Background: an optimization exercise with open tools, aiming at small area, a short achievable clock period and few clock cycles per item. Do not read the settings as production practice. The RTL was checked by simulation tests, not by an equivalence proof against the original design. Power and IR drop assume default switching activity.

### flow/standard.sh
#!/bin/bash
# synth_recipe.tcl (not shown) runs the flow's synth.tcl, then flattens the netlist and writes it again
# the make line also repeats each setting of config.mk as NAME=value (left out here)
make -C /OpenROAD-flow-scripts/flow DESIGN_CONFIG=/design/flow/config.mk WORK_HOME=/design/flow/orfs CLKGATE_MAP_FILE= SYNTH_SCRIPT=/design/flow/synth_recipe.tcl "${@:-finish}"
### flow/constraint.sdc
create_clock -name core_clock -period 20.0 [get_ports {clk}]
set_input_delay 4.0000 -clock core_clock [delete_from_list [all_inputs] [get_ports {clk}]]
set_output_delay 4.0000 -clock core_clock [all_outputs]
set_load 0.01 [all_outputs]
### flow/flow/run.sh
#!/bin/bash
# The standard layout, with one change: the buffers that ORFS puts on
# every input and output port are buf_4 cells instead of the slow delay
# buffer buffer_ports picks by default. Everything else is standard.sh.
set -euo pipefail
export BUFFER_PORTS_ARGS="-buffer_cell sky130_fd_sc_hd__buf_4"
bash standard.sh > standard.log 2>&1
### flow/design.v
module rc_proto_table (
    input  wire [2:0] proto,        
    output reg  [7:0] sync_count,   
    output reg  [7:0] zero_high,
    output reg  [7:0] zero_low,
    output reg  [7:0] one_high,
    output reg  [7:0] one_low,
    output reg        inverted
);
    always @(*) begin
        case (proto)
            3'd1:    begin sync_count = 8'd31; zero_high = 8'd1; zero_low = 8'd3;  one_high = 8'd3; one_low = 8'd1; inverted = 1'b0; end
            3'd2:    begin sync_count = 8'd10; zero_high = 8'd1; zero_low = 8'd2;  one_high = 8'd2; one_low = 8'd1; inverted = 1'b0; end
            3'd3:    begin sync_count = 8'd71; zero_high = 8'd4; zero_low = 8'd11; one_high = 8'd9; one_low = 8'd6; inverted = 1'b0; end
            3'd4:    begin sync_count = 8'd6;  zero_high = 8'd1; zero_low = 8'd3;  one_high = 8'd3; one_low = 8'd1; inverted = 1'b0; end
            3'd5:    begin sync_count = 8'd14; zero_high = 8'd1; zero_low = 8'd2;  one_high = 8'd2; one_low = 8'd1; inverted = 1'b0; end
            default: begin sync_count = 8'd23; zero_high = 8'd1; zero_low = 8'd2;  one_high = 8'd2; one_low = 8'd1; inverted = 1'b1; end
        endcase
    end
endmodule
module rc_div40 (
    input  wire [6:0] r,
    input  wire [3:0] nib,
    input  wire [8:0] s1,        
    input  wire [8:0] s2,        
    input  wire [8:0] s3,        
    output wire [3:0] q,
    output wire [6:0] r_out
);
    function [8:0] step4;        
        input [8:0] t;
        input [8:0] s1, s2, s3;
        reg   [9:0] a, b, c;
        begin
            a = {1'b0, t} - {1'b0, s1};
            b = {1'b0, t} - {1'b0, s2};
            c = {1'b0, t} - {1'b0, s3};
            if (!c[9])      step4 = {2'd3, c[6:0]};
            else if (!b[9]) step4 = {2'd2, b[6:0]};
            else if (!a[9]) step4 = {2'd1, a[6:0]};
            else            step4 = {2'd0, t[6:0]};
        end
    endfunction
    wire [8:0] hi = step4({r, nib[3:2]}, s1, s2, s3);
    wire [8:0] lo = step4({hi[6:0], nib[1:0]}, s1, s2, s3);
    assign q     = {hi[8:7], lo[8:7]};
    assign r_out = lo[6:0];
endmodule
module rc_rx (
    input  wire        clk,
    input  wire        rst,
    input  wire        ev_valid,
    output wire        ev_ready,
    input  wire [15:0] ev_dt,
    input  wire        ev_edge,
    input  wire [7:0]  cfg_tol,      
    input  wire        cfg_in_en,    
    input  wire        clr_valid,    
    output reg         res_valid,
    output reg  [31:0] res_value,
    output reg  [7:0]  res_len,
    output reg  [31:0] res_unit,
    output reg  [2:0]  res_proto
);
    localparam [1:0] DV_IDLE = 2'd0, DV_RUN = 2'd1, DV_TAIL = 2'd2, DV_DONE = 2'd3;
    localparam [1:0] SC_WAIT = 2'd0, SC_BND = 2'd1, SC_SCAN = 2'd2, SC_FAIL = 2'd3;
    localparam [12:0] XMAX = 13'd4301;   
    integer i;
    reg         rdy;
    reg         a_v, a_e;           
    reg         a_f;                
    reg  [1:0]  a_ph;               
    reg  [15:0] a_dt;
    reg  [7:0]  a_tol;
    reg         a_big;              
    reg         last_e;             
    reg         f_gap, f_match;     
    assign ev_ready = rdy;
    wire accept = ev_valid & rdy;
    reg  [31:0] eacc;               
    reg  [31:0] g;                  
    reg  [12:0] tbo [0:32];         
    reg  [12:0] tbe [0:32];         
    reg  [6:0]  cnt;
    reg         rep;
    reg  [7:0]  t_cur;              
    reg  [9:0]  t_x3;               
    reg         rs;                 
    wire in_big = ev_dt > 16'd4300;
    wire in_e   = ev_edge & cfg_in_en;
    wire slow   = in_e & (~last_e | (rep & (cnt >= 7'd7) & in_big));
    reg  [1:0]  dv_st;
    reg  [2:0]  dp;
    reg  [8:0]  ds1, ds2, ds3;      
    reg         dv_fresh;           
    reg  [2:0]  dv_j;
    reg  [3:0]  nib;
    reg  [6:0]  dv_r;
    reg  [29:0] dv_u;
    reg  [3:0]  dq;                 
    reg         dq_v;
    reg  [6:0]  tra;                
    reg  [6:0]  trb;
    reg  [20:0] tq;                 
    reg  [2:0]  tqb;
    reg  [1:0]  sc_st;
    reg  [2:0]  bk;
    reg  [3:0]  kk;
    reg  [22:0] kv;                 
    reg  [2:0]  sp;
    reg  [5:0]  ia, ib;             
    reg  [6:0]  need;               
    reg         fv;                 
    reg  [12:0] x_r, y_r;
    reg  [31:0] scode;
    reg  [29:0] u_cur;
    reg  [20:0] tol_cur;
    reg  [1:0]  tol_c;
    reg  [12:0] zh_lo, zh_hi, zl_lo, zl_hi, oh_lo, oh_hi, ol_lo, ol_hi;
    wire [31:0] d_sum   = eacc + {16'd0, a_dt};
    wire [31:0] d_eff   = a_f ? eacc : {16'd0, a_dt};
    wire        edge_v  = a_v & a_e;
    wire [17:0] sf      = {2'b00, a_dt} - {1'b0, g[16:0]};
    wire        m_fast  = ~|g[31:17] & ((sf <= 18'd200) | (sf >= 18'h3FF38));
    wire [32:0] sx      = {1'b0, eacc} - {1'b0, g};
    wire        m_fold  = (sx <= 33'd200) | (sx >= 33'h1FFFFFF38);
    wire        sc_avail = need <= cnt;
    wire        sc_done  = (sc_st == SC_FAIL) | ((sc_st == SC_SCAN) & ~fv & ~sc_avail);
    wire        t_ok     = (a_tol == t_cur) & ~rs;
    wire        s_fold   = edge_v & a_f & (a_ph == 2'd0);
    wire        s_test   = edge_v & a_f & (a_ph == 2'd1);
    wire        act_ok   = ~a_f | (a_ph == 2'd2);
    wire        e_gap    = a_f ? f_gap : a_big;
    wire        e_match  = a_f ? f_match : m_fast;
    wire        dec_big  = edge_v & act_ok & e_gap & e_match & rep & (cnt > 7'd7);
    wire        stall    = s_fold | s_test | (dec_big & ~(t_ok & sc_done));
    wire        consume  = a_v & ~stall;
    wire        publish  = dec_big & ~stall & (sc_st == SC_SCAN);
    wire        act_edge = edge_v & ~stall;
    wire        new_frame = act_edge & (e_gap | (cnt >= 7'd67) | (cnt == 7'd0));
    wire        wr_slot  = edge_v & act_ok & ~e_gap & (cnt < 7'd67) & (cnt != 7'd0);
    wire        t_new    = edge_v & (a_tol != t_cur);
    wire       take     = (sc_st == SC_WAIT) & (dv_st == DV_DONE) & ~rs;
    wire       dv_first = (dv_st == DV_DONE);
    wire       dv_step  = (dv_st == DV_RUN) | (take & (dp != 3'd6));
    wire [7:0] p_sync, p_zh, p_zl, p_oh, p_ol;
    wire       p_inv;
    rc_proto_table u_tab_scan (
        .proto      (sp),
        .sync_count (p_sync),
        .zero_high  (p_zh),
        .zero_low   (p_zl),
        .one_high   (p_oh),
        .one_low    (p_ol),
        .inverted   (p_inv)
    );
    reg [2:0] g_top;
    always @(*) begin
        g_top = 3'd0;
        for (i = 1; i < 8; i = i + 1)
            if (g[4*i +: 4] != 4'd0) g_top = i[2:0];
    end
    wire [3:0] dq_new;
    wire [6:0] dr_new;
    rc_div40 u_step (
        .r     (dv_fresh ? 7'd0 : dv_r),
        .nib   (nib),
        .s1    (ds1),
        .s2    (ds2),
        .s3    (ds3),
        .q     (dq_new),
        .r_out (dr_new)
    );
    function [9:0] tmul2;            
        input [1:0] q;
        input [7:0] t;
        input [9:0] t3;
        begin
            case (q)
                2'd0:    tmul2 = 10'd0;
                2'd1:    tmul2 = {2'b00, t};
                2'd2:    tmul2 = {1'b0, t, 1'b0};
                default: tmul2 = t3;
            endcase
        end
    endfunction
    function [26:0] smul;
        input [2:0] p;
        begin
            case (p)
                3'd1:    smul = {9'd93,  9'd62,  9'd31};
                3'd2:    smul = {9'd30,  9'd20,  9'd10};
                3'd3:    smul = {9'd213, 9'd142, 9'd71};
                3'd4:    smul = {9'd18,  9'd12,  9'd6};
                3'd5:    smul = {9'd42,  9'd28,  9'd14};
                default: smul = {9'd69,  9'd46,  9'd23};
            endcase
        end
    endfunction
    wire [9:0]  tm_lo = tmul2(dq[1:0], t_cur, t_x3);
    wire [9:0]  tm_hi = tmul2(dq[3:2], t_cur, t_x3);
    wire [12:0] tn = {2'b00, tra, 4'b0000} + {2'b00, trb, 4'b0000} +
                     {3'b000, tm_lo} + {1'b0, tm_hi, 2'b00};
    reg  [6:0]  tq2;
    reg  [6:0]  trr;
    always @(*) begin
        case (tn[12:7])
            6'd0: begin tq2 = 7'd0; trr = 7'd0; end
            6'd1: begin tq2 = 7'd1; trr = 7'd28; end
            6'd2: begin tq2 = 7'd2; trr = 7'd56; end
            6'd3: begin tq2 = 7'd3; trr = 7'd84; end
            6'd4: begin tq2 = 7'd5; trr = 7'd12; end
            6'd5: begin tq2 = 7'd6; trr = 7'd40; end
            6'd6: begin tq2 = 7'd7; trr = 7'd68; end
            6'd7: begin tq2 = 7'd8; trr = 7'd96; end
            6'd8: begin tq2 = 7'd10; trr = 7'd24; end
            6'd9: begin tq2 = 7'd11; trr = 7'd52; end
            6'd10: begin tq2 = 7'd12; trr = 7'd80; end
            6'd11: begin tq2 = 7'd14; trr = 7'd8; end
            6'd12: begin tq2 = 7'd15; trr = 7'd36; end
            6'd13: begin tq2 = 7'd16; trr = 7'd64; end
            6'd14: begin tq2 = 7'd17; trr = 7'd92; end
            6'd15: begin tq2 = 7'd19; trr = 7'd20; end
            6'd16: begin tq2 = 7'd20; trr = 7'd48; end
            6'd17: begin tq2 = 7'd21; trr = 7'd76; end
            6'd18: begin tq2 = 7'd23; trr = 7'd4; end
            6'd19: begin tq2 = 7'd24; trr = 7'd32; end
            6'd20: begin tq2 = 7'd25; trr = 7'd60; end
            6'd21: begin tq2 = 7'd26; trr = 7'd88; end
            6'd22: begin tq2 = 7'd28; trr = 7'd16; end
            6'd23: begin tq2 = 7'd29; trr = 7'd44; end
            6'd24: begin tq2 = 7'd30; trr = 7'd72; end
            6'd25: begin tq2 = 7'd32; trr = 7'd0; end
            6'd26: begin tq2 = 7'd33; trr = 7'd28; end
            6'd27: begin tq2 = 7'd34; trr = 7'd56; end
            6'd28: begin tq2 = 7'd35; trr = 7'd84; end
            6'd29: begin tq2 = 7'd37; trr = 7'd12; end
            6'd30: begin tq2 = 7'd38; trr = 7'd40; end
            6'd31: begin tq2 = 7'd39; trr = 7'd68; end
            6'd32: begin tq2 = 7'd40; trr = 7'd96; end
            6'd33: begin tq2 = 7'd42; trr = 7'd24; end
            6'd34: begin tq2 = 7'd43; trr = 7'd52; end
            6'd35: begin tq2 = 7'd44; trr = 7'd80; end
            6'd36: begin tq2 = 7'd46; trr = 7'd8; end
            6'd37: begin tq2 = 7'd47; trr = 7'd36; end
            6'd38: begin tq2 = 7'd48; trr = 7'd64; end
            6'd39: begin tq2 = 7'd49; trr = 7'd92; end
            6'd40: begin tq2 = 7'd51; trr = 7'd20; end
            6'd41: begin tq2 = 7'd52; trr = 7'd48; end
            6'd42: begin tq2 = 7'd53; trr = 7'd76; end
            6'd43: begin tq2 = 7'd55; trr = 7'd4; end
            6'd44: begin tq2 = 7'd56; trr = 7'd32; end
            6'd45: begin tq2 = 7'd57; trr = 7'd60; end
            6'd46: begin tq2 = 7'd58; trr = 7'd88; end
            6'd47: begin tq2 = 7'd60; trr = 7'd16; end
            6'd48: begin tq2 = 7'd61; trr = 7'd44; end
            6'd49: begin tq2 = 7'd62; trr = 7'd72; end
            6'd50: begin tq2 = 7'd64; trr = 7'd0; end
            6'd51: begin tq2 = 7'd65; trr = 7'd28; end
            6'd52: begin tq2 = 7'd66; trr = 7'd56; end
            6'd53: begin tq2 = 7'd67; trr = 7'd84; end
            6'd54: begin tq2 = 7'd69; trr = 7'd12; end
            6'd55: begin tq2 = 7'd70; trr = 7'd40; end
            6'd56: begin tq2 = 7'd71; trr = 7'd68; end
            6'd57: begin tq2 = 7'd72; trr = 7'd96; end
            6'd58: begin tq2 = 7'd74; trr = 7'd24; end
            default: begin tq2 = 7'd0; trr = 7'd0; end
        endcase
    end
    wire        big  = |u_cur[29:19];
    wire [18:0] us   = u_cur[18:0];
    wire [22:0] k8   = kk[3] ? {1'b0, us, 3'b000} : kk[2] ? {2'b00, us, 2'b00} : 23'd0;
    wire [22:0] k2   = kk[1] ? {3'b000, us, 1'b0} : 23'd0;
    wire [22:0] k1   = kk[0] ? {4'b0000, us} : 23'd0;
    wire [22:0] kv_n = k8 + k2 + k1;
    wire [24:0] b_lo = {2'b00, kv} - {4'b0000, tol_cur} - {23'd0, tol_c};
    wire [24:0] b_hi = {2'b00, kv} + {4'b0000, tol_cur} + {23'd0, tol_c};
    reg  [3:0]  kb;
    always @(*) begin
        case (bk)
            3'd1:    kb = p_zh[3:0];
            3'd2:    kb = p_zl[3:0];
            3'd3:    kb = p_oh[3:0];
            default: kb = p_ol[3:0];
        endcase
    end
    wire        big_lo0 = ((kb == 4'd1) & (t_cur >= 8'd100)) | ((kb == 4'd2) & (t_cur >= 8'd200));
    wire [12:0] n_lo = big ? (big_lo0 ? 13'd0 : XMAX) :
                       b_lo[24] ? 13'd0 : (|b_lo[23:13] | (b_lo[12:0] > 13'd4300)) ? XMAX : b_lo[12:0];
    wire [12:0] n_hi = (big | (|b_hi[23:13]) | (b_hi[12:0] > 13'd4300)) ? XMAX : b_hi[12:0];
    wire        bnd_last = (sp == 3'd3) ? (bk == 3'd4) : (bk == 3'd2);
    wire [3:0]  kk_n = (bk == 3'd0) ? p_zl[3:0] : (bk == 3'd1) ? p_oh[3:0] : p_ol[3:0];
    wire        inv  = (sp == 3'd6);
    wire [12:0] rd_o = tbo[ia];
    wire [12:0] rd_e = tbe[ib];
    wire is_zero = (x_r >= zh_lo) & (x_r <= zh_hi) & (y_r >= zl_lo) & (y_r <= zl_hi);
    wire is_one  = (x_r >= oh_lo) & (x_r <= oh_hi) & (y_r >= ol_lo) & (y_r <= ol_hi);
    wire sc_fetch = ~rs & (((sc_st == SC_BND) & ~fv) | (sc_st == SC_SCAN)) & sc_avail;
    wire sc_check = ~rs & (sc_st == SC_SCAN) & fv;
    wire sc_take  = ~rs & take;
    wire sc_bnd   = ~rs & (sc_st == SC_BND);
    always @(posedge clk) begin
        if (rst) begin
            rdy       <= 1'b1;
            a_v       <= 1'b0;
            last_e    <= 1'b1;
            eacc      <= 32'd0;
            g         <= 32'd0;
            cnt       <= 7'd0;
            rep       <= 1'b0;
            t_cur     <= 8'd0;
            t_x3      <= 10'd0;
            rs        <= 1'b1;
            dv_st     <= DV_IDLE;
            dp        <= 3'd1;
            sc_st     <= SC_WAIT;
            sp        <= 3'd1;
            fv        <= 1'b0;
            res_valid <= 1'b0;
            res_value <= 32'd0;
            res_len   <= 8'd0;
            res_unit  <= 32'd0;
            res_proto <= 3'd0;
        end else begin
            if (accept)
                a_v <= 1'b1;
            else if (consume)
                a_v <= 1'b0;
            if (accept)
                last_e <= in_e;
            rdy <= ~(accept & slow) & ~(a_v & stall);
            if ((a_v & ~a_e) | s_fold)
                eacc <= d_sum;
            if (act_edge)
                eacc <= 32'd0;
            if (wr_slot)
                cnt <= cnt + 7'd1;
            rs <= 1'b0;
            if (t_new) begin
                t_cur <= a_tol;
                t_x3  <= {2'b00, a_tol} + {1'b0, a_tol, 1'b0};
                rs    <= 1'b1;
            end
            if (new_frame) begin
                g   <= d_eff;
                cnt <= 7'd1;
                rs  <= 1'b1;
                rep <= e_gap & e_match & ~rep;
            end
            if (publish) begin
                res_valid <= 1'b1;
                res_value <= scode;
                res_len   <= {2'b00, cnt[6:1] - ((cnt[0]) ? 6'd0 : 6'd1)};
                res_unit  <= {2'b00, u_cur};
                res_proto <= sp;
            end else if (clr_valid) begin
                res_valid <= 1'b0;
                res_value <= 32'd0;
                res_len   <= 8'd0;
                res_unit  <= 32'd0;
                res_proto <= 3'd0;
            end
            if (rs) begin
                dv_st <= DV_RUN;
                dp    <= 3'd1;
            end else begin
                case (dv_st)
                    DV_RUN:  if (dv_j == 3'd0) dv_st <= DV_TAIL;
                    DV_TAIL: dv_st <= DV_DONE;
                    DV_DONE: begin
                        if (take) begin
                            if (dp == 3'd6) begin
                                dv_st <= DV_IDLE;
                            end else begin
                                dp    <= dp + 3'd1;
                                dv_st <= (dv_j == 3'd0) ? DV_TAIL : DV_RUN;
                            end
                        end
                    end
                    default: ;
                endcase
            end
            if (rs) begin
                sc_st <= SC_WAIT;
                sp    <= 3'd1;
                fv    <= 1'b0;
            end else begin
                if (sc_take)
                    fv <= 1'b0;
                else if (sc_fetch)
                    fv <= 1'b1;
                else if (sc_check)
                    fv <= 1'b0;
                case (sc_st)
                    SC_WAIT: if (take) sc_st <= SC_BND;
                    SC_BND:  if (bnd_last) sc_st <= SC_SCAN;
                    SC_SCAN: begin
                        if (fv & ~(is_zero | is_one)) begin
                            if (sp == 3'd6) begin
                                sc_st <= SC_FAIL;
                            end else begin
                                sp    <= sp + 3'd1;
                                sc_st <= SC_WAIT;
                            end
                        end
                    end
                    default: ;
                endcase
            end
        end
    end
    always @(posedge clk) begin
        if (accept) begin
            a_e   <= in_e;
            a_f   <= ~last_e;
            a_ph  <= 2'd0;
            a_dt  <= ev_dt;
            a_tol <= cfg_tol;
            a_big <= in_big;
        end else if (s_fold | s_test) begin
            a_ph  <= a_ph + 2'd1;
        end
        if (s_test) begin
            f_gap   <= eacc > 32'd4300;
            f_match <= m_fold;
        end
        if (wr_slot) begin
            if (cnt[0])
                tbo[cnt[6:1]] <= d_eff[12:0];
            else
                tbe[cnt[6:1] - 6'd1] <= d_eff[12:0];
        end
        if (dv_step | (dv_st == DV_TAIL))
            dv_r <= dr_new;
        dq    <= dq_new;
        if (rs) begin
            {ds3, ds2, ds1} <= smul(3'd1);
            dv_fresh <= 1'b1;
            dv_j  <= g_top;
            nib   <= g[{g_top, 2'b00} +: 4];
            dv_u  <= 30'd0;
            dq_v  <= 1'b0;
            tra   <= 7'd0;
            trb   <= 7'd0;
            tq    <= 21'd0;
            tqb   <= 3'd0;
        end else begin
            if (dq_v) begin
                tra <= trr;
                trb <= tn[6:0];
                tq  <= {tq[16:0] + {10'd0, tqb, 4'b0000}, tq2[3:0]};
                tqb <= tq2[6:4];
            end
            if (dv_step) begin
                dv_u  <= {dv_first ? 26'd0 : dv_u[25:0], dq_new};
                dv_fresh <= 1'b0;
                dv_j  <= dv_j - 3'd1;
                nib   <= g[{dv_j - 3'd1, 2'b00} +: 4];
                dq_v  <= 1'b1;
                if (dv_j == 3'd0) begin
                    {ds3, ds2, ds1} <= smul(dp + 3'd1);
                    dv_fresh <= 1'b1;
                    dv_j  <= g_top;
                    nib   <= g[{g_top, 2'b00} +: 4];
                end
            end else begin
                dq_v  <= 1'b0;
            end
            if (dv_first & dv_step) begin
                tra   <= 7'd0;
                trb   <= 7'd0;
                tq    <= 21'd0;
                tqb   <= 3'd0;
            end
            if ((dv_st == DV_TAIL) & (dv_j != 3'd0) & ({5'd0, nib} < ds1)) begin
                dv_fresh <= 1'b0;
                dv_j  <= dv_j - 3'd1;
                nib   <= g[{dv_j - 3'd1, 2'b00} +: 4];
            end
        end
        if (sc_take) begin
            u_cur   <= dv_u;
            tol_cur <= tq + {14'd0, tqb, 4'b0000};
            tol_c   <= (({1'b0, tra} + {1'b0, trb}) >= 8'd200) ? 2'd2 :
                       (({1'b0, tra} + {1'b0, trb}) >= 8'd100) ? 2'd1 : 2'd0;
            scode   <= 32'd0;
            ia      <= p_inv ? 6'd1 : 6'd0;
            ib      <= 6'd0;
            need    <= p_inv ? 7'd4 : 7'd3;
            kv      <= (sp == 3'd3) ? {2'b00, dv_u[18:0], 2'b00} : {4'b0000, dv_u[18:0]};
            bk      <= 3'd1;
            kk      <= p_zl[3:0];
        end
        if (sc_bnd) begin
            kv <= kv_n;
            kk <= kk_n;
            bk <= bk + 3'd1;
            case (bk)
                3'd1: begin
                    zh_lo <= n_lo;  zh_hi <= n_hi;
                    if (sp != 3'd3) begin ol_lo <= n_lo; ol_hi <= n_hi; end
                end
                3'd2: begin
                    zl_lo <= n_lo;  zl_hi <= n_hi;
                    if (sp != 3'd3) begin oh_lo <= n_lo; oh_hi <= n_hi; end
                end
                3'd3: begin oh_lo <= n_lo; oh_hi <= n_hi; end
                3'd4: begin ol_lo <= n_lo; ol_hi <= n_hi; end
                default: ;
            endcase
        end
        if (sc_fetch) begin
            x_r  <= inv ? rd_e : rd_o;
            y_r  <= inv ? rd_o : rd_e;
            ia   <= ia + 6'd1;
            ib   <= ib + 6'd1;
            need <= need + 7'd2;
        end
        if (sc_check)
            scode <= {scode[30:0], ~is_zero};
    end
endmodule
### flow/config.mk
export PLATFORM = sky130hd
export DESIGN_NAME = rc_rx
export DESIGN_NICKNAME = rc_rx
export VERILOG_FILES = /design/flow/design.v
export SDC_FILE = /design/flow/constraint.sdc
export NUM_CORES = 4
export LEC_CHECK = 0
export CAP_MARGIN = 20
export CORE_MARGIN = 2
export CORE_UTILIZATION = 40
export SLEW_MARGIN = 20
==> results.toml, run 1 <==
[outcome]
outcome = "no timing/DRC/antenna violations"

[yosys]
synth_top_area_frac = 0.494
yosys.area.top_type = "edfxtp_1"
ys.flop_type = "edfxtp_1"
avgSynthCellArea_um2 = 13.0
synthCells = 5434
ys_types = 87
ys_top_cells_by_area = "edfxtp_1 49%, mux4_2 8.7%, dfxtp_1 7.6%"
yosysSeqAreaShare = 0.570
syn_area_um2 = 70900
synth_edf_count = 1165
ys_seq_elements = 1435
ys_warn_count = 3
async_flop_share = 0

[clock_tree]
clk_latency_ns = 0.82
numCtsBuffers = 148
clockBufferDepth = 3
cts_tree = "built"
clock-root-buffer = "clkbuf_16"
cts_setup_buffers = 0
clk_pin_slew_ns = 0.06
cts_resized = 0
hold_buffers = 0
clock-sinks = 1435
htree_num_levels = 4

[die]
coreArea_um2 = 176000
die_height_um = 425
ios = 107
initial_core_util = 0.402
dieArea_um2 = 181000
chipWidth_um = 425
placementRows = 154

[setup_path]
crit_chain = "nor2b_1 > ha_1 > o21ai_0 > a21boi_0 > o21a_1 > o21ai_0 > a21oi_1 > a21oi_1 > o21ai_0 > ha_1 > and3_1 > o21ai_0 > nand2b_1 > a21oi_1 > inv_1 > a211o_1 > a21oi_1 > mux2_2 > a22oi_1 > a21oi_1"
rrSetupSlack_ns = 14.02
critPathKind = "reg2reg"
worstReg2RegStart = "dv_fresh"
r2r-end = "dv_r[2]"
end_kind = "flip-flop"
required_ns = 20.52
path_common_cell = "a21oi_1"
startpoint_type = "flip-flop"
reg2reg_depth = 20
arrival_ns = 6.50
max_stage_delay_ns = 0.67
slowest_stage = "o21ai_0"
critical_path.max_fanout = 8

[power]
ir_worst_vdd_v = 0.0000911
power.density_nw_per_um2 = 87.7
p_leak_nw = 29.9
power_mw = 6.99

[placement]
place_congestion = 0.856
dp_hpwl_um = 116000
port_buffers = 102

[route]
wl_per_cell_um = 21.3
vias = 43800
drtPass1Iterations = 5
drc_errors = 0
drt_iter0_drc = 3463
finalWirelength_um = 171000
ant_nets = 0
viasPerCell = 5.45

[sta]
min_period_over_period = 0.299
clock_skew_ns = 0.0508
hold_viol_final = 0
fin_crit_ns = 5.98
holdWs_ns = 0.434
tightest_slew_ns = 1.09
finalSetupViolCount = 0
slew_headroom = 0.256
maxClockFrequency_mhz = 167
fin_tns_setup_ns = 0
rsz0062_at_grt = "no"
final_max_slew_viol_count = 0

[finish]
final_cell_mix = "1165 x edfxtp_1, 473 x nor2_1, 377 x ha_1"
diodes = 0
fillCellCount = 15800
syn_to_final_growth_pct = 12.4
layout_commonest_cell = "edfxtp_1"
drive_gt1_frac = 0.145
nets = 6020

[grt]
grt_use_met2 = 0.298
antenna_found_initial = 3
grt.met1_usage = 0.271
grt_usage = 0.187
grt_util_met3 = 0.0244
busiest_layer = "met2"
overflow = 0
grt_max_degree = 81
grt_pass1_wl_um = 262000
grt_pass1_vias = 42600

[min_path]
hold_path_class = "reg2reg"
whs_path_depth = 0
min-delay-start = "dv_u[27]"
hold_end = "u_cur[27]"

[flow_run]
cap_violations = 0
[flip-flops by register name, summed over array words and instances, names as in the netlist, 21 cells and up, named ones only]
name	flops
tbe	429
tbo	429
eacc	32
g	32
res_value	32
scode	32
dv_u	30
res_unit	30
u_cur	30
kv	23
tol_cur	21
[cells in the mapped netlist (all sizes together), types with 30 or more instances]
| cell | n |
|---|---|
| a211oi | 64 |
| xnor2 | 134 |
| a21o | 77 |
| nor2 | 489 |
| nor2b | 117 |
| nand2b | 47 |
| mux4 | 273 |
| nand2 | 303 |
| a21oi | 292 |
| o21a | 51 |
| mux2i | 180 |
| fa | 42 |
| dfxtp | 270 |
| mux2 | 53 |
| and3 | 35 |
| inv | 357 |
| nand4 | 34 |
| ha | 377 |
| buf | 58 |
| nor3 | 84 |
| edfxtp | 1165 |
| o21ai | 144 |
| nor4 | 30 |
| xor2 | 71 |
| clkbuf | 167 |
| and2 | 65 |
| a31oi | 39 |
| nand3 | 122 |
[metrics by stage]
stage	util	setup slack (ns)	cells	instance area [um^2]
floorplan	-	14.61	5437	70900
global placement	0.424	13.97	7760	74600
finish	0.452	14.02	8035	79700
detailed placement	0.424	13.94	7760	74600
global route	0.452	13.44	8035	79700
CTS	0.452	14.13	8034	79700
[worst max-delay path, delay by kind of cell (launching register included)]
family                     cells  cell delay (ns)
DFF                            1             0.51
buffers and inverters          1             0.08
muxes                          1             0.41
adders and majority gates      2             0.76
and+or+nand+nor                3             0.46
AOI/OAI and AO/OA             13             3.49
[power breakdown]
group	internal [mW]	total, mW	switching, mW
sequential	3.29	3.34	0.0507
combinational	0.314	0.808	0.494
clock	1.64	2.84	1.20
total	5.24	6.99	1.74
[cell type report]
type,count,area (um^2),share of cell area
Sequential cell,1435,40400,0.507
Multi-Input combinational cell,3417,28400,0.356
Clock buffer,191,4010,0.0503
Tap cell,2340,2930,0.0367
Timing Repair Buffer,209,1580,0.0198
Inverter,360,1350,0.0170
Clock inverter,83,1030,0.0129
[worst max path at each step]
stage,start,end,slack (ns),depth (start not counted)
after floorplan,ev_dt[0],rdy,14.61,7
after global placement,rst,sc_st[1],13.97,5
after detailed placement,rst,sc_st[1],13.94,5
after CTS,dv_fresh,dv_r[0],14.13,20
after global routing,dv_fresh,dv_r[0],13.44,21
final,dv_fresh,dv_r[2],14.02,20
[cell families after synthesis]
family,after synthesis,share of synthesized area
flops,1435,0.570
simple gates,1413,0.0953
compound gates,870,0.0787
buf+inv,585,0.0316
mux,506,0.121
fa+ha+maj,419,0.0784
xor+xnor,205,0.0253
other cells,1,0.0000529
[per-layer routing]
layer  vias up  routed length [um]
li1      20500                   -
met1     22000               79500
met2      1070               80100
met3       204                7970
met4         0                3450
met5         -                   0
Testbench counts, summed over its fixed seeds: cycles 22,743, events 22,061.
==> run 2, diff against run 1 <==
==> flow/run.sh (new file) <==
#!/bin/bash
# synth_recipe.tcl (not shown) runs the flow's synth.tcl, then flattens the netlist and writes it again
# the make line also repeats each setting of config.mk as NAME=value (left out here)
make -C /OpenROAD-flow-scripts/flow DESIGN_CONFIG=/design/flow/config.mk WORK_HOME=/design/flow/orfs CLKGATE_MAP_FILE= SYNTH_SCRIPT=/design/flow/synth_recipe.tcl finish
removed: flow/flow/run.sh
removed: flow/standard.sh
==> results.toml, run 2 <==
[outcome]
outcome = "no timing/DRC/antenna violations"

[yosys]
synth_edf_count = 1165
avgSynthCellArea_um2 = 13.0
yosys.area.top_type = "edfxtp_1"
ys_top_cells_by_area = "edfxtp_1 49%, mux4_2 8.7%, dfxtp_1 7.6%"
ys_seq_elements = 1435
ys_types = 87
yosysSeqAreaShare = 0.570
async_flop_share = 0
synth_top_area_frac = 0.494
syn_area_um2 = 70900
ys_warn_count = 3
yosysMostFrequentCell = "edfxtp_1"
synthTopCellsByCount = "1165 x edfxtp_1, 489 x nor2_1, 377 x ha_1"
synthCells = 5434
ys.flop_type = "edfxtp_1"

[clock_tree]
numCtsBuffers = 149
clockBufferDepth = 3
clock-sinks = 1435
clk_pin_slew_ns = 0.06
cts_setup_buffers = 0
htree_num_levels = 4
hold_buffers = 0
cts_resized = 0
clock-root-buffer = "clkbuf_16"
clk_latency_ns = 0.80
cts_tree = "built"

[die]
chipWidth_um = 425
coreArea_um2 = 176000
ios = 107
die_height_um = 425
dieArea_um2 = 181000
placementRows = 154
initial_core_util = 0.402

[finish]
layout_commonest_cell = "edfxtp_1"
final_cell_mix = "1165 x edfxtp_1, 464 x nor2_1, 377 x ha_1"
design_area_um2 = 79700
fillCellCount = 15800
drive_gt1_frac = 0.128
nets = 6016
syn_to_final_growth_pct = 12.4

[grt]
antenna_found_initial = 8
grt_usage = 0.188
grt_pass1_wl_um = 262000
grt_max_degree = 77
overflow = 0
grt_pass1_vias = 43100

[flow_run]
cap_violations = 0

[route]
drtPass1Iterations = 8
drc_errors = 0
ant_nets = 0
vias = 43700
wl_per_cell_um = 21.4
viasPerCell = 5.44
drt_iter0_drc = 3629
finalWirelength_um = 171000

[sta]
hold_viol_final = 0
min_period_over_period = 0.306
final_max_slew_viol_count = 0
fin_crit_ns = 6.13
tightest_slew_ns = 1.09
maxClockFrequency_mhz = 163
rsz0062_at_grt = "no"
finalSetupViolCount = 0
clock_skew_ns = 0.0281
fin_tns_setup_ns = 0
slew_headroom = 0.252

[setup_path]
end_kind = "flip-flop"
required_ns = 20.51
critPathKind = "reg2reg"
rrSetupSlack_ns = 13.87
slowest_stage = "o21ai_0"
reg2reg_depth = 20
max_stage_delay_ns = 0.70
crit_start = "dv_fresh"
crit_chain = "nor2b_1 > ha_1 > o21ai_0 > a21boi_0 > o21a_1 > o21ai_0 > a21oi_1 > a21oi_1 > o21ai_0 > ha_1 > and3_1 > o21ai_0 > nand2b_1 > a21oi_1 > inv_1 > a211o_1 > a21oi_1 > o21ai_0 > nor2_1 > a21oi_1"
path_delay_family = "compound AO/OA/AOI/OAI gates"
crit_buf_inv = 1
crit_end = "dv_r[0]"
worstReg2RegStart = "dv_fresh"
arrival_ns = 6.64
critical_path.max_fanout = 8
crit_cells = 20
r2r-end = "dv_r[0]"
startpoint_type = "flip-flop"

[placement]
port_buffers = 102
detailed_place.area_um2 = 74800
dp_hpwl_um = 115000
place_congestion = 0.867

[power]
ir_worst_vdd_v = 0.0000883
power.density_nw_per_um2 = 86.4
p_leak_nw = 29.6

[min_path]
hold_path_class = "reg2reg"
-- run 2: metrics by stage --
stage | utilization | hold slack (ns) | worst slack [ns] | std cells | power, mW
finish | 0.452 | 0.423 | 13.87 | 8025 | 6.88
detailed placement | 0.425 | 0.416 | 13.81 | 7755 | 4.20
CTS | 0.452 | 0.424 | 13.91 | 8022 | 6.94
floorplan | - | 0.408 | 14.61 | 5437 | 3.98
global placement | 0.425 | 0.412 | 13.74 | 7755 | 4.19
global route | 0.452 | 0.440 | 13.35 | 8023 | 7.14
-- run 2: area by class of cell --
| type | count | area, um^2 | area share |
|---|---|---|---|
| inverter | 360 | 1350 | 0.0170 |
| clock buffer | 191 | 4020 | 0.0505 |
| multi-input combinational | 3417 | 28400 | 0.356 |
| timing repair buffer | 204 | 1790 | 0.0225 |
| antenna | 2 | 5.00 | 0.0000628 |
| clock inverter | 76 | 759 | 0.00953 |
| tap | 2340 | 2930 | 0.0368 |
| sequential | 1435 | 40400 | 0.507 |
-- run 2: worst min-delay path by stage --
stage	slack (ns)	start	endpoint	depth (start not counted)
after floorplan	0.41	dv_u[26]	u_cur[26]	0
after global placement	0.41	dv_u[29]	u_cur[29]	0
after detailed placement	0.42	dv_u[27]	u_cur[27]	0
after CTS	0.42	dv_u[27]	u_cur[27]	0
after global routing	0.44	dv_u[26]	u_cur[26]	0
final	0.42	dv_u[27]	u_cur[27]	0
-- run 2: cells by family (layout without fill, tap and decap cells) --
logic type	count (synthesis)	count (layout)	share of synthesized area
and+or+nand+nor	1413	1413	0.0953
buffers and inverters	585	831	0.0316
DFF	1435	1435	0.570
AOI/OAI and AO/OA	870	870	0.0787
adders and majority gates	419	419	0.0784
muxes	506	506	0.121
xor gates and xnor gates	205	205	0.0253
other	1	6	0.0000529
-- run 2: where the power goes --
part | total, mW | internal, mW | switching (mW)
combinational | 0.812 | 0.315 | 0.497
sequential | 3.34 | 3.29 | 0.0504
clock | 2.74 | 1.55 | 1.19
total | 6.88 | 5.15 | 1.73
-- run 2: per-layer routing --
| metal | vias up | track usage | wire length (um) |
|---|---|---|---|
| met3 | 263 | 0.0308 | 9740 |
| met4 | 6 | 0.0603 | 4730 |
| met5 | - | 0 | 42 |
| met2 | 1110 | 0.297 | 79300 |
| met1 | 21800 | 0.265 | 77600 |
| li1 | 20500 | - | - |
==> run 3, diff against run 2 <==
--- a/flow/design.v
+++ b/flow/design.v
@@ -22,3 +22,3 @@
     input  wire [6:0] r,
-    input  wire [3:0] nib,
+    input  wire [2:0] nib,
     input  wire [8:0] s1,        
@@ -26,3 +26,3 @@
     input  wire [8:0] s3,        
-    output wire [3:0] q,
+    output wire [2:0] q,
     output wire [6:0] r_out
@@ -43,6 +43,7 @@
     endfunction
-    wire [8:0] hi = step4({r, nib[3:2]}, s1, s2, s3);
-    wire [8:0] lo = step4({hi[6:0], nib[1:0]}, s1, s2, s3);
-    assign q     = {hi[8:7], lo[8:7]};
-    assign r_out = lo[6:0];
+    wire [8:0] hi = step4({r, nib[2:1]}, s1, s2, s3);
+    wire [7:0] t0 = {hi[6:0], nib[0]};
+    wire [8:0] d0 = {1'b0, t0} - s1;
+    assign q     = {hi[8:7], ~d0[8]};
+    assign r_out = d0[8] ? t0[6:0] : d0[6:0];
 endmodule
@@ -95,7 +96,7 @@
     reg         dv_fresh;           
-    reg  [2:0]  dv_j;
-    reg  [3:0]  nib;
+    reg  [3:0]  dv_j;               
+    reg  [2:0]  nib;
     reg  [6:0]  dv_r;
     reg  [29:0] dv_u;
-    reg  [3:0]  dq;                 
+    reg  [2:0]  dq;                 
     reg         dq_v;
@@ -156,9 +157,17 @@
     );
-    reg [2:0] g_top;
+    wire [32:0] g33 = {1'b0, g};
+    reg [3:0] g_top;
     always @(*) begin
-        g_top = 3'd0;
-        for (i = 1; i < 8; i = i + 1)
-            if (g[4*i +: 4] != 4'd0) g_top = i[2:0];
+        g_top = 4'd0;
+        for (i = 1; i < 11; i = i + 1)
+            if (g33[3*i +: 3] != 3'd0) g_top = i[3:0];
     end
-    wire [3:0] dq_new;
+    function [2:0] gdig;
+        input [32:0] v;
+        input [3:0]  j;
+        begin
+            gdig = v[3*j +: 3];
+        end
+    endfunction
+    wire [2:0] dq_new;
     wire [6:0] dr_new;
@@ -200,69 +209,39 @@
     wire [9:0]  tm_lo = tmul2(dq[1:0], t_cur, t_x3);
-    wire [9:0]  tm_hi = tmul2(dq[3:2], t_cur, t_x3);
-    wire [12:0] tn = {2'b00, tra, 4'b0000} + {2'b00, trb, 4'b0000} +
-                     {3'b000, tm_lo} + {1'b0, tm_hi, 2'b00};
-    reg  [6:0]  tq2;
+    wire [9:0]  tm_hi = dq[2] ? {t_cur, 2'b00} : 10'd0;
+    wire [11:0] tn = {2'b00, tra, 3'b000} + {2'b00, trb, 3'b000} +
+                     {2'b00, tm_lo} + {2'b00, tm_hi};
+    reg  [5:0]  tq2;
     reg  [6:0]  trr;
     always @(*) begin
-        case (tn[12:7])
-            6'd0: begin tq2 = 7'd0; trr = 7'd0; end
-            6'd1: begin tq2 = 7'd1; trr = 7'd28; end
-            6'd2: begin tq2 = 7'd2; trr = 7'd56; end
-            6'd3: begin tq2 = 7'd3; trr = 7'd84; end
-            6'd4: begin tq2 = 7'd5; trr = 7'd12; end
-            6'd5: begin tq2 = 7'd6; trr = 7'd40; end
-            6'd6: begin tq2 = 7'd7; trr = 7'd68; end
-            6'd7: begin tq2 = 7'd8; trr = 7'd96; end
-            6'd8: begin tq2 = 7'd10; trr = 7'd24; end
-            6'd9: begin tq2 = 7'd11; trr = 7'd52; end
-            6'd10: begin tq2 = 7'd12; trr = 7'd80; end
-            6'd11: begin tq2 = 7'd14; trr = 7'd8; end
-            6'd12: begin tq2 = 7'd15; trr = 7'd36; end
-            6'd13: begin tq2 = 7'd16; trr = 7'd64; end
-            6'd14: begin tq2 = 7'd17; trr = 7'd92; end
-            6'd15: begin tq2 = 7'd19; trr = 7'd20; end
-            6'd16: begin tq2 = 7'd20; trr = 7'd48; end
-            6'd17: begin tq2 = 7'd21; trr = 7'd76; end
-            6'd18: begin tq2 = 7'd23; trr = 7'd4; end
-            6'd19: begin tq2 = 7'd24; trr = 7'd32; end
-            6'd20: begin tq2 = 7'd25; trr = 7'd60; end
-            6'd21: begin tq2 = 7'd26; trr = 7'd88; end
-            6'd22: begin tq2 = 7'd28; trr = 7'd16; end
-            6'd23: begin tq2 = 7'd29; trr = 7'd44; end
-            6'd24: begin tq2 = 7'd30; trr = 7'd72; end
-            6'd25: begin tq2 = 7'd32; trr = 7'd0; end
-            6'd26: begin tq2 = 7'd33; trr = 7'd28; end
-            6'd27: begin tq2 = 7'd34; trr = 7'd56; end
-            6'd28: begin tq2 = 7'd35; trr = 7'd84; end
-            6'd29: begin tq2 = 7'd37; trr = 7'd12; end
-            6'd30: begin tq2 = 7'd38; trr = 7'd40; end
-            6'd31: begin tq2 = 7'd39; trr = 7'd68; end
-            6'd32: begin tq2 = 7'd40; trr = 7'd96; end
-            6'd33: begin tq2 = 7'd42; trr = 7'd24; end
-            6'd34: begin tq2 = 7'd43; trr = 7'd52; end
-            6'd35: begin tq2 = 7'd44; trr = 7'd80; end
-            6'd36: begin tq2 = 7'd46; trr = 7'd8; end
-            6'd37: begin tq2 = 7'd47; trr = 7'd36; end
-            6'd38: begin tq2 = 7'd48; trr = 7'd64; end
-            6'd39: begin tq2 = 7'd49; trr = 7'd92; end
-            6'd40: begin tq2 = 7'd51; trr = 7'd20; end
-            6'd41: begin tq2 = 7'd52; trr = 7'd48; end
-            6'd42: begin tq2 = 7'd53; trr = 7'd76; end
-            6'd43: begin tq2 = 7'd55; trr = 7'd4; end
-            6'd44: begin tq2 = 7'd56; trr = 7'd32; end
-            6'd45: begin tq2 = 7'd57; trr = 7'd60; end
-            6'd46: begin tq2 = 7'd58; trr = 7'd88; end
-            6'd47: begin tq2 = 7'd60; trr = 7'd16; end
-            6'd48: begin tq2 = 7'd61; trr = 7'd44; end
-            6'd49: begin tq2 = 7'd62; trr = 7'd72; end
-            6'd50: begin tq2 = 7'd64; trr = 7'd0; end
-            6'd51: begin tq2 = 7'd65; trr = 7'd28; end
-            6'd52: begin tq2 = 7'd66; trr = 7'd56; end
-            6'd53: begin tq2 = 7'd67; trr = 7'd84; end
-            6'd54: begin tq2 = 7'd69; trr = 7'd12; end
-            6'd55: begin tq2 = 7'd70; trr = 7'd40; end
-            6'd56: begin tq2 = 7'd71; trr = 7'd68; end
-            6'd57: begin tq2 = 7'd72; trr = 7'd96; end
-            6'd58: begin tq2 = 7'd74; trr = 7'd24; end
-            default: begin tq2 = 7'd0; trr = 7'd0; end
+        case (tn[11:7])
+            5'd0: begin tq2 = 6'd0; trr = 7'd0; end
+            5'd1: begin tq2 = 6'd1; trr = 7'd28; end
+            5'd2: begin tq2 = 6'd2; trr = 7'd56; end
+            5'd3: begin tq2 = 6'd3; trr = 7'd84; end
+            5'd4: begin tq2 = 6'd5; trr = 7'd12; end
+            5'd5: begin tq2 = 6'd6; trr = 7'd40; end
+            5'd6: begin tq2 = 6'd7; trr = 7'd68; end
+            5'd7: begin tq2 = 6'd8; trr = 7'd96; end
+            5'd8: begin tq2 = 6'd10; trr = 7'd24; end
+            5'd9: begin tq2 = 6'd11; trr = 7'd52; end
+            5'd10: begin tq2 = 6'd12; trr = 7'd80; end
+            5'd11: begin tq2 = 6'd14; trr = 7'd8; end
+            5'd12: begin tq2 = 6'd15; trr = 7'd36; end
+            5'd13: begin tq2 = 6'd16; trr = 7'd64; end
+            5'd14: begin tq2 = 6'd17; trr = 7'd92; end
+            5'd15: begin tq2 = 6'd19; trr = 7'd20; end
+            5'd16: begin tq2 = 6'd20; trr = 7'd48; end
+            5'd17: begin tq2 = 6'd21; trr = 7'd76; end
+            5'd18: begin tq2 = 6'd23; trr = 7'd4; end
+            5'd19: begin tq2 = 6'd24; trr = 7'd32; end
+            5'd20: begin tq2 = 6'd25; trr = 7'd60; end
+            5'd21: begin tq2 = 6'd26; trr = 7'd88; end
+            5'd22: begin tq2 = 6'd28; trr = 7'd16; end
+            5'd23: begin tq2 = 6'd29; trr = 7'd44; end
+            5'd24: begin tq2 = 6'd30; trr = 7'd72; end
+            5'd25: begin tq2 = 6'd32; trr = 7'd0; end
+            5'd26: begin tq2 = 6'd33; trr = 7'd28; end
+            5'd27: begin tq2 = 6'd34; trr = 7'd56; end
+            5'd28: begin tq2 = 6'd35; trr = 7'd84; end
+            default: begin tq2 = 6'd0; trr = 7'd0; end
         endcase
@@ -367,3 +346,3 @@
                 case (dv_st)
-                    DV_RUN:  if (dv_j == 3'd0) dv_st <= DV_TAIL;
+                    DV_RUN:  if (dv_j == 4'd0) dv_st <= DV_TAIL;
                     DV_TAIL: dv_st <= DV_DONE;
@@ -375,3 +354,3 @@
                                 dp    <= dp + 3'd1;
-                                dv_st <= (dv_j == 3'd0) ? DV_TAIL : DV_RUN;
+                                dv_st <= (dv_j == 4'd0) ? DV_TAIL : DV_RUN;
                             end
@@ -439,3 +418,3 @@
             dv_j  <= g_top;
-            nib   <= g[{g_top, 2'b00} +: 4];
+            nib   <= gdig(g33, g_top);
             dv_u  <= 30'd0;
@@ -450,12 +429,12 @@
                 trb <= tn[6:0];
-                tq  <= {tq[16:0] + {10'd0, tqb, 4'b0000}, tq2[3:0]};
-                tqb <= tq2[6:4];
+                tq  <= {tq[17:0] + {12'd0, tqb, 3'b000}, tq2[2:0]};
+                tqb <= tq2[5:3];
             end
             if (dv_step) begin
-                dv_u  <= {dv_first ? 26'd0 : dv_u[25:0], dq_new};
+                dv_u  <= {dv_first ? 27'd0 : dv_u[26:0], dq_new};
                 dv_fresh <= 1'b0;
-                dv_j  <= dv_j - 3'd1;
-                nib   <= g[{dv_j - 3'd1, 2'b00} +: 4];
+                dv_j  <= dv_j - 4'd1;
+                nib   <= gdig(g33, dv_j - 4'd1);
                 dq_v  <= 1'b1;
-                if (dv_j == 3'd0) begin
+                if (dv_j == 4'd0) begin
                     {ds3, ds2, ds1} <= smul(dp + 3'd1);
@@ -463,3 +442,3 @@
                     dv_j  <= g_top;
-                    nib   <= g[{g_top, 2'b00} +: 4];
+                    nib   <= gdig(g33, g_top);
                 end
@@ -474,6 +453,6 @@
             end
-            if ((dv_st == DV_TAIL) & (dv_j != 3'd0) & ({5'd0, nib} < ds1)) begin
+            if ((dv_st == DV_TAIL) & (dv_j != 4'd0) & ({6'd0, nib} < ds1)) begin
                 dv_fresh <= 1'b0;
-                dv_j  <= dv_j - 3'd1;
-                nib   <= g[{dv_j - 3'd1, 2'b00} +: 4];
+                dv_j  <= dv_j - 4'd1;
+                nib   <= gdig(g33, dv_j - 4'd1);
             end
@@ -482,3 +461,3 @@
             u_cur   <= dv_u;
-            tol_cur <= tq + {14'd0, tqb, 4'b0000};
+            tol_cur <= tq + {15'd0, tqb, 3'b000};
             tol_c   <= (({1'b0, tra} + {1'b0, trb}) >= 8'd200) ? 2'd2 :
==> results.toml, run 3 <==
[clock_tree]
clk_pin_slew_ns = 0.06
clock-sinks = 1434
htree_num_levels = 4
cts_setup_buffers = 0
clock-root-buffer = "clkbuf_16"
cts_resized = 0
clk_latency_ns = 0.81
clockBufferDepth = 3
numCtsBuffers = 153
cts_tree = "built"
hold_buffers = 0

[die]
chipWidth_um = 422
coreArea_um2 = 174000
initial_core_util = 0.402
ios = 107
dieArea_um2 = 178000
placementRows = 153
die_height_um = 422

[placement]
place_congestion = 0.872
dp_hpwl_um = 118000
port_buffers = 102

[setup_path]
critical_path.max_fanout = 2
required_ns = 16.00
path_delay_family = "buffers and inverters"
slowest_stage = "clkdlybuf4s50_1"
worstReg2RegStart = "dq[0]"
arrival_ns = 1.77
end_kind = "output port"
critPathKind = "reg2out"
startpoint_type = "flip-flop"
rrSetupSlack_ns = 14.38
r2r-end = "tra[6]"
reg2reg_depth = 15
max_stage_delay_ns = 0.62
crit_buf_inv = 1
crit_chain = "clkdlybuf4s50_1"

[grt]
grt.met1_usage = 0.268
grt_max_degree = 141
busiest_layer = "met2"
grt_util_met3 = 0.0312
grt_pass1_vias = 42500
antenna_found_initial = 4
grt_use_met2 = 0.312
grt_pass1_wl_um = 264000
grt_usage = 0.193
overflow = 0

[sta]
clock_skew_ns = 0.0447
slew_headroom = 0.254
hold_viol_final = 0
fin_tns_setup_ns = 0
final_max_slew_viol_count = 0
rsz0062_at_grt = "no"
min_period_over_period = 0.289
finalSetupViolCount = 0
tightest_slew_ns = 1.12
maxClockFrequency_mhz = 173
fin_crit_ns = 5.77

[route]
wl_per_cell_um = 22.1
drt_iter0_drc = 3895
drtPass1Iterations = 5
drc_errors = 0
ant_nets = 0
viasPerCell = 5.54
vias = 43800
finalWirelength_um = 175000

[finish]
final_cell_mix = "1165 x edfxtp_1, 356 x nor2_1, 355 x ha_1"
final_core_util = 0.454
nets = 5868
diodes = 0
syn_to_final_growth_pct = 12.9
layout_commonest_cell = "edfxtp_1"
fillCellCount = 15500
drive_gt1_frac = 0.128

[yosys]
ys_top_cells_by_area = "edfxtp_1 50%, mux4_2 8.8%, dfxtp_1 7.7%"
ys_types = 93
async_flop_share = 0
ys_warn_count = 3
ys_seq_elements = 1434
yosysSeqAreaShare = 0.577
synthTopCellsByCount = "1165 x edfxtp_1, 374 x nor2_1, 355 x ha_1"
yosys.area.top_type = "edfxtp_1"
synth_top_area_frac = 0.500
synthCells = 5307
syn_area_um2 = 69900
synth_edf_count = 1165
avgSynthCellArea_um2 = 13.2
ys.flop_type = "edfxtp_1"
yosysMostFrequentCell = "edfxtp_1"

[power]
p_leak_nw = 28.1
ir_worst_vdd_v = 0.0000883
power.density_nw_per_um2 = 86.4

[min_path]
min-delay-start = "dv_u[27]"
hold_end = "u_cur[27]"
whs_path_depth = 0
hold_path_class = "reg2reg"

[outcome]
outcome = "no timing/DRC/antenna violations"

[flow_run]
cap_violations = 0
[run 3: changes by cell type in the layout (fill, tap and decap cells not counted), moves of 16 or more]
| cell | previous run | this run |
|---|---|---|
| nor2b_1 | 116 | 44 |
| ha_1 | 377 | 355 |
| a21oi_1 | 291 | 327 |
| mux2_2 | 53 | 28 |
| nor2_1 | 464 | 356 |
| o31ai_1 | 16 | 33 |
| or4_1 | 7 | 23 |
| a22oi_1 | 12 | 30 |
| nand3b_1 | 16 | 76 |
| nand2_1 | 303 | 331 |
| nand2b_1 | 47 | 28 |
| mux2i_1 | 180 | 129 |
[run 3: per-layer routing]
metal | wire, um | vias up
met1 | 77100 | 22100
met2 | 83500 | 1180
li1 | - | 20300
met3 | 9780 | 227
met4 | 4420 | 0
met5 | 0 | -
[run 3: logic make-up (layout without fill, tap and decap cells)]
kind of cell               count (synthesis)  after routing  share of synthesized area
AOI/OAI and AO/OA                        945            945                     0.0867
and+or+nand+nor                         1326           1326                     0.0930
buffers and inverters                    583            844                     0.0325
DFF                                     1434           1434                      0.577
adders and majority gates                397            397                     0.0755
muxes                                    432            432                      0.111
xor gates and xnor gates                 189            189                     0.0237
other                                      1              4                  0.0000536
[run 3: final cells by class]
type	count	area [um^2]	share of cell area
multi-input cells	3293	27400	0.347
inverters	352	1320	0.0167
repair buffers	207	1840	0.0232
well taps	2325	2910	0.0368
clock buffers	197	4140	0.0524
clock inverters	88	948	0.0120
flip-flops and latches	1434	40400	0.511
[run 3: worst max path at each step]
stage / cells after the start / startpoint / slack [ns] / endpoint
after floorplan: 7 / ev_dt[0] / 14.61 / rdy
after global placement: 8 / ev_dt[0] / 13.77 / rdy
after detailed placement: 8 / ev_dt[0] / 13.89 / rdy
after CTS: 1 / res_value[7] / 14.15 / res_value[7]
after global routing: 15 / dq[0] / 14.03 / tra[6]
final: 1 / res_value[7] / 14.23 / res_value[7]
[run 3: power breakdown]
part           internal (mW)  total (mW)  switching, mW
clock                   1.63        2.85           1.23
combinational          0.239       0.635          0.397
sequential              3.28        3.33         0.0495
total                   5.15        6.82           1.67
[run 3: through the flow]
step / total power, mW / hold WS [ns] / setup slack, ns / area [um^2] / std cells
2_1_floorplan: 3.84 / 0.408 / 14.61 / 69900 / 5310
3_3_place_gp: 4.01 / 0.415 / 13.77 / 73800 / 7607
3_5_place_dp: 4.03 / 0.420 / 13.89 / 73800 / 7608
4_1_cts: 6.87 / 0.435 / 14.15 / 78900 / 7893
5_1_grt: 7.06 / 0.440 / 14.03 / 79000 / 7896
6_report: 6.82 / 0.434 / 14.23 / 79000 / 7896
Testbench counts of run 3, summed over its fixed seeds: cycles 23,064, events 22,061.
==> run 4, diff against run 3 <==
==> flow/flow/run.sh (new file) <==
#!/bin/bash
# The standard layout, with one change: the buffers that ORFS puts on
# every input and output port are buf_4 cells instead of the slow delay
# buffer buffer_ports picks by default. Everything else is standard.sh.
set -euo pipefail
export BUFFER_PORTS_ARGS="-buffer_cell sky130_fd_sc_hd__buf_4"
bash standard.sh > standard.log 2>&1
==> flow/standard.sh (new file) <==
#!/bin/bash
# synth_recipe.tcl (not shown) runs the flow's synth.tcl, then flattens the netlist and writes it again
# the make line also repeats each setting of config.mk as NAME=value (left out here)
make -C /OpenROAD-flow-scripts/flow DESIGN_CONFIG=/design/flow/config.mk WORK_HOME=/design/flow/orfs CLKGATE_MAP_FILE= SYNTH_SCRIPT=/design/flow/synth_recipe.tcl "${@:-finish}"
--- a/flow/config.mk
+++ b/flow/config.mk
@@ -7,2 +7,3 @@
 export LEC_CHECK = 0
+export ABC_AREA = 1
 export CAP_MARGIN = 20
removed: flow/run.sh
==> results.toml, run 4 <==
[min_path]
hold_end = "u_cur[23]"
min-delay-start = "dv_u[23]"
hold_path_class = "reg2reg"
whs_path_depth = 0

[sta]
finalSetupViolCount = 0
rsz0062_at_grt = "no"
final_max_slew_viol_count = 0
fin_tns_setup_ns = 0
slew_headroom = 0.299
tightest_slew_ns = 1.05
hold_viol_final = 0
min_period_over_period = 0.274
fin_crit_ns = 5.48
layout_setup_ws_ns = 14.52
clock_skew_ns = 0.0665
maxClockFrequency_mhz = 182

[setup_path]
critical_path.max_fanout = 2
startpoint_type = "flip-flop"
slowest_stage = "dfxtp_1"
end_kind = "output port"
crit_buf_inv = 1
path_delay_family = "flip-flops"
required_ns = 16.00
rrSetupSlack_ns = 14.64
critPathKind = "reg2out"
reg2reg_depth = 22
worstReg2RegStart = "dq[1]"
r2r-end = "tra[2]"
max_stage_delay_ns = 0.50
arrival_ns = 1.48
crit_chain = "buf_4"

[yosys]
synthCells = 7300
ys_warn_count = 3
yosysMostFrequentCell = "edfxtp_1"
syn_area_um2 = 71400
async_flop_share = 0
ys_types = 75
ys.flop_type = "edfxtp_1"
ys_seq_elements = 1434
yosys.area.top_type = "edfxtp_1"
yosysSeqAreaShare = 0.566
synth_top_area_frac = 0.490
synth_edf_count = 1165
avgSynthCellArea_um2 = 9.78
ys_top_cells_by_area = "edfxtp_1 49%, dfxtp_1 7.5%, ha_1 6.2%"
synthTopCellsByCount = "1165 x edfxtp_1, 1011 x nor2_1, 900 x nand2_1"

[grt]
grt_pass1_vias = 50900
grt_pass1_wl_um = 300000
grt_max_degree = 87
grt_usage = 0.211
overflow = 0
antenna_found_initial = 4

[finish]
design_area_um2 = 80200
nets = 7796
fillCellCount = 16700
syn_to_final_growth_pct = 12.4
multi_input_area_um2 = 27200
drive_gt1_frac = 0.0778
seqCellArea_um2 = 40400
final_core_util = 0.451
final_cell_mix = "1165 x edfxtp_1, 992 x nor2_1, 897 x nand2_1"
layout_commonest_cell = "edfxtp_1"

[placement]
dp_hpwl_um = 130000
pre_cts_ws_ns = 13.97
port_buffers = 102
place_congestion = 0.876
detailed_place.area_um2 = 74900

[power]
power.density_nw_per_um2 = 89.0
ir_worst_vdd_v = 0.0000645
p_leak_nw = 30.9

[die]
coreArea_um2 = 178000
dieArea_um2 = 182000
die_height_um = 426
initial_core_util = 0.401
placementRows = 155
chipWidth_um = 426
ios = 107

[clock_tree]
cts_resized = 0
hold_buffers = 0
cts_tree = "built"
clock-sinks = 1434
cts_setup_buffers = 0
htree_num_levels = 4
clk_pin_slew_ns = 0.06
clock-root-buffer = "clkbuf_16"
numCtsBuffers = 161
clockBufferDepth = 3
clk_latency_ns = 0.83

[route]
vias = 53200
drc_errors = 0
wl_per_cell_um = 19.8
drtPass1Iterations = 6
ant_nets = 0
drt_iter0_drc = 4954
finalWirelength_um = 195000
viasPerCell = 5.39

[outcome]
outcome = "no timing/DRC/antenna violations"

[flow_run]
cap_violations = 0
==> run 4: cell types whose count changed in the layout (fill, tap and decap cells not counted), sizes merged, moves of 64 or more <==
cell           previous run  this run
a21o                     80        16
clkdlybuf4s50           101         0
mux2i                   129         0
nand3b                   76        11
xnor2                   117        46
buf                     106       212
nand2                   331       913
o21ai                   151       858
o22ai                     5       236
a21oi                   330       426
mux4                    273         0
nand3                   118       344
inv                     359       748
nor2                    374      1026
==> run 4: worst max-delay path by stage <==
stage,depth (start not counted),to,start
after floorplan,8,rdy,ev_dt[11]
after global placement,10,rdy,ev_dt[0]
after detailed placement,10,rdy,ev_dt[0]
after CTS,1,ev_ready,rdy
after global routing,22,tra[2],dq[1]
final,1,ev_ready,rdy
==> run 4: where the power goes <==
group | internal [mW] | switching, mW
clock network | 1.65 | 1.26
logic | 0.272 | 0.608
registers | 3.29 | 0.0502
==> run 4: cell type report <==
class / count / share of cell area
clock buffers: 209 / 0.0538
clock inverters: 94 / 0.0122
repair buffers: 212 / 0.0198
diodes: 3 / 0.0000936
multi-input cells: 4811 / 0.339
well taps: 2355 / 0.0367
inverters: 749 / 0.0352
flip-flops and latches: 1434 / 0.503
==> run 4: kinds of logic (layout without fill, tap and decap cells) <==
kind of cell | count (synthesis) | after routing | synth area share
and+or+nand+nor | 2492 | 2492 | 0.146
AOI/OAI and AO/OA | 1762 | 1762 | 0.138
DFF | 1434 | 1434 | 0.566
buffers and inverters | 1058 | 1264 | 0.0570
adders and majority gates | 397 | 397 | 0.0740
xor gates and xnor gates | 156 | 156 | 0.0195
other | 1 | 7 | 0.0000525
==> run 4: metrics by stage <==
step / hold WS, ns / cells / power [mW]
after CTS: 0.434 / 9864 / 7.19
final: 0.433 / 9867 / 7.14
after global routing: 0.438 / 9866 / 7.43
after floorplan: 0.408 / 7303 / 4.02
after detailed placement: 0.415 / 9561 / 4.28
after global placement: 0.413 / 9561 / 4.26
==> run 4: per-layer routing <==
metal / GRT usage / up-vias / part of all wire
li1: - / 25700 / -
met1: 0.284 / 25700 / 0.44
met2: 0.348 / 1512 / 0.48
met3: 0.0289 / 335 / 0.055
met4: 0.0741 / 0 / 0.033
met5: 0 / - / 0
==> run 5, diff against run 4 <==
--- a/flow/config.mk
+++ b/flow/config.mk
@@ -7,3 +7,2 @@
 export LEC_CHECK = 0
-export ABC_AREA = 1
 export CAP_MARGIN = 20
==> results.toml, run 5 <==
[yosys]
syn_area_um2 = 69900
ys_seq_elements = 1434
yosysMostFrequentCell = "edfxtp_1"
yosysSeqAreaShare = 0.577
ys_warn_count = 3
synthTopCellsByCount = "1165 x edfxtp_1, 374 x nor2_1, 355 x ha_1"
ys_top_cells_by_area = "edfxtp_1 50%, mux4_2 8.8%, dfxtp_1 7.7%"
synth_top_area_frac = 0.500
synth_edf_count = 1165
avgSynthCellArea_um2 = 13.2
async_flop_share = 0
ys_types = 93
ys.flop_type = "edfxtp_1"
yosys.area.top_type = "edfxtp_1"
synthCells = 5307

[sta]
fin_tns_setup_ns = 0
maxClockFrequency_mhz = 179
final_max_slew_viol_count = 0
slew_headroom = 0.266
tightest_slew_ns = 1.10
holdWs_ns = 0.430
rsz0062_at_grt = "no"
clock_skew_ns = 0.0397
hold_viol_final = 0
fin_crit_ns = 5.58
finalSetupViolCount = 0
min_period_over_period = 0.279

[route]
drc_errors = 0
drt_iter0_drc = 3863
drtPass1Iterations = 5
finalWirelength_um = 173000
ant_nets = 0
viasPerCell = 5.51
vias = 43400
wl_per_cell_um = 22.0

[grt]
grt_pass1_vias = 42700
grt_pass1_wl_um = 264000
overflow = 0
antenna_found_initial = 4
grt_usage = 0.192
grt_max_degree = 93

[finish]
final_cell_mix = "1165 x edfxtp_1, 355 x ha_1, 346 x nor2_1, 346 x inv_1, 331 x nand2_1"
diodes = 0
syn_to_final_growth_pct = 12.1
final_cells = 7880
nets = 5856
drive_gt1_frac = 0.143
layout_commonest_cell = "edfxtp_1"

[min_path]
hold_path_class = "reg2reg"
min-delay-start = "dv_u[29]"
hold_end = "u_cur[29]"
whs_path_depth = 0

[setup_path]
arrival_ns = 6.30
critPathKind = "reg2reg"
r2r-end = "tra[6]"
rrSetupSlack_ns = 14.42
crit_chain = "nor2b_1 > a22oi_1 > fa_1 > inv_1 > fa_1 > fa_1 > a21o_1 > a21oi_1 > o21bai_1 > a21oi_1 > xor2_1 > nor2_1 > o311a_1 > a31o_2 > a211oi_1"
path_common_cell = "fa_1"
path_delay_family = "compound AO/OA/AOI/OAI gates"
slowest_stage = "xor2_1"
max_stage_delay_ns = 0.89
crit_buf_inv = 1
startpoint_type = "flip-flop"
critical_path.max_fanout = 14
worstReg2RegStart = "dq[0]"
end_kind = "flip-flop"
reg2reg_depth = 15
crit_start = "dq[0]"
required_ns = 20.71

[die]
initial_core_util = 0.402
dieArea_um2 = 178000
placementRows = 153
die_height_um = 422
ios = 107
coreArea_um2 = 174000
chipWidth_um = 422

[power]
clkPwrFrac = 0.407
seqPwrFrac = 0.498
p_leak_nw = 28.1
p_sw_mw = 1.63
netSwitchingFraction = 0.244
ir_worst_vdd_v = 0.0000922
combPwrFrac = 0.094
power.density_nw_per_um2 = 85.3
power_mw = 6.69
p_int_mw = 5.05

[clock_tree]
clock-root-buffer = "clkbuf_16"
clk_latency_ns = 0.81
cts_tree = "built"
hold_buffers = 0
cts_setup_buffers = 0
numCtsBuffers = 152
htree_num_levels = 4
cts_resized = 0
clk_pin_slew_ns = 0.06
clock-sinks = 1434
clockBufferDepth = 3

[placement]
place_congestion = 0.874
dp_hpwl_um = 117000
placed_cells = 7599
port_buffers = 102

[flow_run]
cap_violations = 0

[outcome]
outcome = "no timing/DRC/antenna violations"
-- run 5: cell count changes after synthesis, moves of 231 or more --
cell / before / now
o22ai_1: 236 / 5
nand2_1: 900 / 331
o21ai_0: 844 / 148
nor2_1: 1011 / 374
mux4_2: 0 / 273
inv_1: 722 / 347
-- run 5: worst max-delay path by stage --
stage                  end  slack [ns]  depth (start not counted)
floorplan              rdy       14.61                          7
global placement     dp[2]       13.91                          5
detailed placement   dp[2]       13.88                          5
CTS                 kv[21]       14.55                         16
global route        tra[6]       14.18                         15
finish              tra[6]       14.42                         15
-- run 5: cell type report --
cell class | instances | area, um^2
clock inverters | 74 | 749
inverters | 352 | 1320
repair buffers | 196 | 1490
well taps | 2325 | 2910
fillers | 15600 | 95400
clock buffers | 206 | 4090
flip-flops and latches | 1434 | 40400
multi-input cells | 3293 | 27400
-- run 5: metrics by stage --
stage | area, um^2 | worst slack [ns] | utilization
final | 78400 | 14.42 | 0.451
after global routing | 78400 | 14.18 | 0.451
after CTS | 78300 | 14.55 | 0.451
after detailed placement | 73500 | 13.88 | 0.423
after global placement | 73500 | 13.91 | 0.423
after floorplan | 69900 | 14.61 | -
-- run 5: worst reg2reg max path, cell delays in order (launching register included) --
cell and delay, ns:
dfxtp_1 0.57, nor2b_1 0.46, a22oi_1 0.19, fa_1 0.50
inv_1 0.05, fa_1 0.52, fa_1 0.48, a21o_1 0.19
a21oi_1 0.23, o21bai_1 0.10, a21oi_1 0.30, xor2_1 0.89
nor2_1 0.20, o311a_1 0.39, a31o_2 0.22, a211oi_1 0.21
-- run 5: routing by layer --
metal	routed length [um]	global-route usage	up-vias
li1	-	-	20200
met1	77500	0.268	21900
met2	83400	0.316	1086
met3	8660	0.0247	216
met4	3740	0.0495	0
met5	0	0	-
-- run 5: cells by family (layout without fill, tap and decap cells) --
kind of cell               Yosys count  after routing  synth area share
buffers and inverters              583            828            0.0325
xor gates and xnor gates           189            189            0.0237
DFF                               1434           1434             0.577
and+or+nand+nor                   1326           1326            0.0930
AOI/OAI and AO/OA                  945            945            0.0867
other                                1              4         0.0000536
muxes                              432            432             0.111
adders and majority gates          397            397            0.0755
-- run 5: power by group through the flow --
stage          clock network [mW]  registers [mW]  logic, mW
2_1_floorplan                   0            3.37      0.471
3_3_place_gp                    0            3.39      0.613
3_5_place_dp                    0            3.39      0.624
4_1_cts                      2.78            3.33      0.628
5_1_grt                      2.91            3.34      0.695
6_report                     2.72            3.33      0.631

-- port drivers added, routing unchanged --
How much do the figures lean on ideal ports? The routed layouts below were timed once more, with nothing changed but the port constraints.
Step 1 (the two cells are an assumption about what drives the block):
set clk [get_ports {clk}]
set_driving_cell -lib_cell sky130_fd_sc_hd__clkbuf_16 $clk
set_driving_cell -lib_cell sky130_fd_sc_hd__buf_2 [delete_from_list [all_inputs] $clk]
Step 2 moves the port delays by t, midway between the first and last clock arrival at a register: inputs arrive t later, outputs are due t later. That takes back most of the time a late clock gives input paths.
Slacks: no drivers / after step 1 / after step 2; pairs: no drivers / after step 1.
run | t, ns | slack for setup (ns) | hold WS [ns] | worst slew at a driven data input, ns
run 1 | 0.877 | 14.020 / 14.020 / 13.907 | 0.434 / 0.434 / 0.434 | 0.08
run 2 | 0.859 | 13.872 / 13.872 / 13.819 | 0.423 / 0.423 / 0.423 | 0.09
run 3 | 0.873 | 14.228 / 14.146 / 13.893 | 0.434 / 0.434 / 0.434 | 0.10
run 4 | 0.875 | 14.517 / 14.431 / 14.216 | 0.433 / 0.433 / 0.433 | 0.17
run 5 | 0.866 | 14.416 / 14.416 / 13.848 | 0.430 / 0.430 / 0.430 | 0.10
After both steps every run listed still meets setup and hold. For run 5, which loses most, drivers alone change the setup slack by 0.000 ns; drivers and shift together by -0.568 ns.
